What follows belongs to an exercise in optimizing a design on an open flow for small area; a production flow would make more cautious choices. Where RTL was checked, it was by simulation tests only, not by an equivalence proof against the original. The flow treats the clock pin as an ideal source. Dropping or thinning the clock tree relies on that and would not hold on a real chip. Power figures rest on the tool's default switching activity, not on a simulated workload.

==> flow/design.v (excerpt) <==
module stepper_core (
    input  wire        clk,
    input  wire        rst,           
    input  wire [34:0] cfg,           
    input  wire        tick,          
    input  wire        cmd_valid,
    input  wire [35:0] cmd_word,      
    output wire        cmd_ready,
    output reg         done,
    output wire [31:0] done_result,
    output wire        write4,
    output wire [43:0] duty,          
    output wire [31:0] pin_id,
    output wire        cfg_out,
    output wire [7:0]  status         
);
Size: about 790 cells after synthesis, ~150 flip-flops, about 200 I/O pins.
export LEC_CHECK = 0
export CAP_MARGIN = 0
export CORE_AREA = 2.3 2.72 103.96 119.68
export DIE_AREA = 0 0 106.26 122.4
export SLEW_MARGIN = 0
create_clock -name core_clock -period 20.0 [get_ports {clk}]
standard.sh (not shown) runs the stock make flow with config.mk's settings and CLKGATE_MAP_FILE= SYNTH_SCRIPT=/design/flow/synth_recipe.tcl, a recipe that flattens the netlist after the stock synthesis.
==> flow/flow/run.sh <==
#!/bin/bash
set -o pipefail
export BUFFER_PORTS_ARGS="-buffer_cell sky130_fd_sc_hd__buf_1"
export MY_CLK_LEAVES=8 MY_CLK_ROOTS=2 MY_CLK_BIG_HPWL=70
export PRE_CTS_TCL="$(pwd)/flow/clock_tree.tcl"
bash standard.sh > standard.log 2>&1
Other scripts of this flow, unchanged in this note and not shown: flow/flow/clock_tree.tcl
The first run went through all stages and came out clean.
Then changed:
--- a/flow/flow/run.sh
+++ b/flow/flow/run.sh
@@ -1,0 +2,6 @@
+# The standard layout (standard.sh: standard synthesis, floorplan, place,
+# route, finish), with two changes:
+#  - the port buffers are the smallest buffer, buf_1;
+#  - the clock tree is built by flow/clock_tree.tcl (two levels of clock
+#    buffers over balanced clusters of flip-flops) in place of TritonCTS.
+# ORFS's own output goes to standard.log in this folder.
Result:
- register-to-register slack barely changes
- total power does not change
- synthesized area stays the same
- setup slack stays the same
Then changed:
Settings changed: CORE_AREA 2.3 2.72 103.96 119.68 to 2.3 2.72 103.96 106.08, DIE_AREA 0 0 106.26 122.4 to 0 0 106.26 108.8.
Result: Die area fell by roughly a tenth; total power climbs slightly; first-iteration DRC count goes up by a quarter to a third; sequential power is about the same; final area came out lower slightly; hold slack hardly moves; final cell count came out lower slightly; wire length climbs slightly.
No run of this note takes its clock network from TritonCTS; it comes from the design's own scripts or RTL.


Setup of run A:
stepper_core, a different RTL version from the one above (not shown whole).
For scale: roughly 200 I/O pins.
==> flow/design.v (excerpt) <==
module stepper_core (
    input  wire        clk,
    input  wire        rst,           
    input  wire [34:0] cfg,           
    input  wire        tick,          
    input  wire        cmd_valid,
    input  wire [35:0] cmd_word,      
    output wire        cmd_ready,
    output reg         done,
    output wire [31:0] done_result,
    output reg         write4,
    output wire [43:0] duty,          
    output wire [31:0] pin_id,
    output reg         cfg_out,
    output wire [7:0]  status         
);
Settings: LEC_CHECK=0, CAP_MARGIN=0, CORE_AREA=2.3 2.72 103.96 119.68, DIE_AREA=0 0 106.26 122.4, SLEW_MARGIN=0; clock period 20.0 ns.
==> flow/flow/run.sh <==
#!/bin/bash
set -o pipefail
export BUFFER_PORTS_ARGS="-buffer_cell sky130_fd_sc_hd__buf_1"
export MY_CLK_ROOTS=1 MY_CLK_ROOT_BUF=sky130_fd_sc_hd__clkbuf_16
export PRE_CTS_TCL="$(pwd)/flow/clock_tree.tcl"
bash standard.sh > standard.log 2>&1
==> flow/flow/clock_tree.tcl <==
# Replaces TritonCTS with a two-level clock tree: the flip-flops are split
# into balanced k-means clusters, each driven by one leaf clock buffer at
# its centre; the leaf buffers are split the same way among a few root
# buffers, which the clock port drives directly.
set nleaf [expr {[info exists ::env(MY_CLK_LEAVES)] ? $::env(MY_CLK_LEAVES) : 8}]
set leafm [expr {[info exists ::env(MY_CLK_LEAF_BUF)] ? $::env(MY_CLK_LEAF_BUF) : "sky130_fd_sc_hd__clkbuf_8"}]
set rootm [expr {[info exists ::env(MY_CLK_ROOT_BUF)] ? $::env(MY_CLK_ROOT_BUF) : "sky130_fd_sc_hd__clkbuf_8"}]
set block [ord::get_db_block]
set db [ord::get_db]

# points: list of {key x y}; returns list of {cx cy members}
proc kmeans {points ncl} {
  set n [llength $points]
  set sorted [lsort -real -index 1 $points]
  set cx {}; set cy {}
  for {set k 0} {$k < $ncl} {incr k} {
    set s [lindex $sorted [expr {int(($k + 0.5) * $n / $ncl)}]]
    lappend cx [lindex $s 1]; lappend cy [lindex $s 2]
  }
  set cap [expr {int(ceil(double($n) / $ncl))}]
  for {set iter 0} {$iter < 60} {incr iter} {
    set cand {}
    foreach s $points {
      for {set k 0} {$k < $ncl} {incr k} {
        set dx [expr {[lindex $s 1] - [lindex $cx $k]}]
        set dy [expr {[lindex $s 2] - [lindex $cy $k]}]
        lappend cand [list [expr {$dx * $dx + $dy * $dy}] [lindex $s 0] $k [lindex $s 1] [lindex $s 2]]
      }
    }
    set cand [lsort -real -index 0 $cand]
    array unset asg
    for {set k 0} {$k < $ncl} {incr k} { set cnt($k) 0; set sx($k) 0.0; set sy($k) 0.0; set mem($k) {} }
    foreach c $cand {
      set key [lindex $c 1]; set k [lindex $c 2]
      if {[info exists asg($key)] || $cnt($k) >= $cap} continue
      set asg($key) $k
      incr cnt($k)
      set sx($k) [expr {$sx($k) + [lindex $c 3]}]
      set sy($k) [expr {$sy($k) + [lindex $c 4]}]
      lappend mem($k) $key
    }
    set ncx {}; set ncy {}
    for {set k 0} {$k < $ncl} {incr k} {
      if {$cnt($k) > 0} {
        lappend ncx [expr {$sx($k) / $cnt($k)}]; lappend ncy [expr {$sy($k) / $cnt($k)}]
      } else { lappend ncx [lindex $cx $k]; lappend ncy [lindex $cy $k] }
    }
    set cx $ncx; set cy $ncy
  }
  set out {}
  for {set k 0} {$k < $ncl} {incr k} { lappend out [list [lindex $cx $k] [lindex $cy $k] $mem($k)] }
  return $out
}

proc add_buf {name master x y in_net} {
  set block [ord::get_db_block]
  set inst [odb::dbInst_create $block $master $name]
  set net [odb::dbNet_create $block "${name}_net"]
  $net setSigType CLOCK
  $inst setLocation [expr {int($x - [$master getWidth] / 2)}] [expr {int($y - [$master getHeight] / 2)}]
  $inst setPlacementStatus PLACED
  [$inst findITerm A] connect $in_net
  [$inst findITerm X] connect $net
  return $net
}

set clk_net [$block findNet clk]
$clk_net setSigType CLOCK
set sinks {}
foreach it [$clk_net getITerms] {
  set bb [[$it getInst] getBBox]
  lappend sinks [list $it [expr {([$bb xMin] + [$bb xMax]) / 2.0}] [expr {([$bb yMin] + [$bb yMax]) / 2.0}]]
}
puts "my_cts: [llength $sinks] sinks, $nleaf leaves of $leafm"
set leaves [kmeans $sinks $nleaf]
set nroot [expr {[info exists ::env(MY_CLK_ROOTS)] ? $::env(MY_CLK_ROOTS) : ($nleaf + 3) / 4}]
set lpts {}
for {set k 0} {$k < $nleaf} {incr k} {
  set l [lindex $leaves $k]
  lappend lpts [list $k [lindex $l 0] [lindex $l 1]]
}
set roots [kmeans $lpts $nroot]
set rmaster [$db findMaster $rootm]
set lmaster [$db findMaster $leafm]
set r 0
foreach root $roots {
  set mem [lindex $root 2]
  # the root sits at the centroid of its leaves
  set x 0.0; set y 0.0
  foreach k $mem { set x [expr {$x + [lindex $lpts $k 1]}]; set y [expr {$y + [lindex $lpts $k 2]}] }
  set x [expr {$x / [llength $mem]}]; set y [expr {$y / [llength $mem]}]
  set rnet [add_buf "clkbuf_root_$r" $rmaster $x $y $clk_net]
  foreach k $mem {
    set l [lindex $leaves $k]
    set lnet [add_buf "clkbuf_leaf_$k" $lmaster [lindex $l 0] [lindex $l 1] $rnet]
    foreach it [lindex $l 2] { $it disconnect; $it connect $lnet }
    puts "my_cts: root $r leaf $k: [llength [lindex $l 2]] sinks"
  }
  incr r
}
# TritonCTS is not run
rename clock_tree_synthesis {}
proc clock_tree_synthesis {args} { puts "my_cts: clock_tree_synthesis $args skipped" }
Modified inputs, run B compared to run A
==> flow/flow/run.sh <==
#!/bin/bash
set -o pipefail
export BUFFER_PORTS_ARGS="-buffer_cell sky130_fd_sc_hd__buf_1"
export MY_CLK_LEAVES=9 MY_CLK_ROOTS=1 MY_CLK_ROOT_BUF=sky130_fd_sc_hd__clkbuf_16
export PRE_CTS_TCL="$(pwd)/flow/clock_tree.tcl"
bash standard.sh > standard.log 2>&1
==> comparison <==
The lower setup slack of run A and run B is in run B. | logic gate share of total power | run A vs run B | ≈ equal |. Ratio of total power to cell area: lower on run A. Going from run A to run B, fraction of met2 tracks used by global routing up 0.20 points; total congestion overflow held; hold path depth climbed 1; share of the clock period used by the worst path after layout higher.
Input changes introduced in run C (baseline for comparison: run B):
==> flow/flow/run.sh <==
#!/bin/bash
set -o pipefail
export BUFFER_PORTS_ARGS="-buffer_cell sky130_fd_sc_hd__buf_1"
export MY_CLK_CAP=1.0
export PRE_CTS_TCL="$(pwd)/flow/clock_tree.tcl"
bash standard.sh > standard.log 2>&1
--- a/flow/flow/clock_tree.tcl
+++ b/flow/flow/clock_tree.tcl
@@ -8,15 +8,26 @@
 set block [ord::get_db_block]
 set db [ord::get_db]
+# a cluster may take this many times its even share of sinks
+set ::capf [expr {[info exists ::env(MY_CLK_CAP)] ? $::env(MY_CLK_CAP) : 1.3}]
 
 # points: list of {key x y}; returns list of {cx cy members}
 proc kmeans {points ncl} {
   set n [llength $points]
+  # initial centres: the points split into two strips along x (one if
+  # there are few clusters), each strip split evenly along y
+  set nstrip [expr {$ncl >= 4 ? 2 : 1}]
   set sorted [lsort -real -index 1 $points]
   set cx {}; set cy {}
-  for {set k 0} {$k < $ncl} {incr k} {
-    set s [lindex $sorted [expr {int(($k + 0.5) * $n / $ncl)}]]
-    lappend cx [lindex $s 1]; lappend cy [lindex $s 2]
+  set k 0
+  for {set st 0} {$st < $nstrip} {incr st} {
+    set strip [lsort -real -index 2 [lrange $sorted [expr {$st * $n / $nstrip}] [expr {($st + 1) * $n / $nstrip - 1}]]]
+    set ns [llength $strip]
+    set kc [expr {($ncl * ($st + 1)) / $nstrip - ($ncl * $st) / $nstrip}]
+    for {set j 0} {$j < $kc} {incr j} {
+      set p [lindex $strip [expr {int(($j + 0.5) * $ns / $kc)}]]
+      lappend cx [lindex $p 1]; lappend cy [lindex $p 2]
+    }
   }
-  set cap [expr {int(ceil(double($n) / $ncl))}]
+  set cap [expr {int(ceil($::capf * $n / $ncl))}]
   for {set iter 0} {$iter < 60} {incr iter} {
     set cand {}
### Flow results
Run C | status: complete | timing, DRC, antenna: pass. For finished layout cell area, run C and run B come out practically identical. Compared with run B, in run C setup slack after layout now sits higher; cell area after synthesis now sits at about the same level; clock network power share now sits lower. Of run B and run C, the higher total power belongs to run B.
Function was not checked in any run of this note: the RTL went through the layout flow alone. In every run of this note, the design's own scripts or RTL, not TritonCTS, make the clock network.

what the ideal ports hide:
The flow's constraints put no driver on any port. The routed layouts listed below were extracted and timed again, unchanged, in two steps.
Step 1: set_driving_cell puts a clkbuf_16 on clk and a buf_2 on each other input, an assumption about the parent block.
Step 2 adds t to the input delays and takes it off the output delays; t is the mean of the earliest and latest rising clock arrival at the registers after step 1. Input paths then give back, and output paths get back, about the clock's delay inside the block.
Slacks: ideal ports / drivers / drivers and shift; pairs: ideal ports / drivers.
| run | shift t [ns] | setup WS [ns] | worst setup path at the end | slew at the worst register clock pin (ns) | pins driven straight from the clock port |
|---|---|---|---|---|---|
| the first run of note 1 | 0.372 | 9.514 / 9.517 / 9.145 | input to register | 0.11 / 0.11 | 2 |
| the second run of note 1 | 0.372 | 9.514 / 9.517 / 9.145 | input to register | 0.11 / 0.11 | 2 |
| the third run of note 1 | 0.376 | 9.373 / 9.377 / 9.002 | input to register | 0.11 / 0.11 | 2 |
| run A | 0.388 | 9.471 / 9.476 / 9.088 | input to register | 0.12 / 0.12 | 1 |
| run B | 0.390 | 9.429 / 9.434 / 9.044 | input to register | 0.12 / 0.12 | 1 |
| run C | 0.374 | 9.455 / 9.471 / 9.096 | input to register | 0.12 / 0.12 | 2 |
After both steps every run listed still meets setup and hold. The setup slack of run B, which loses most, moves by +0.005 ns with the drivers and by -0.385 ns with both steps.
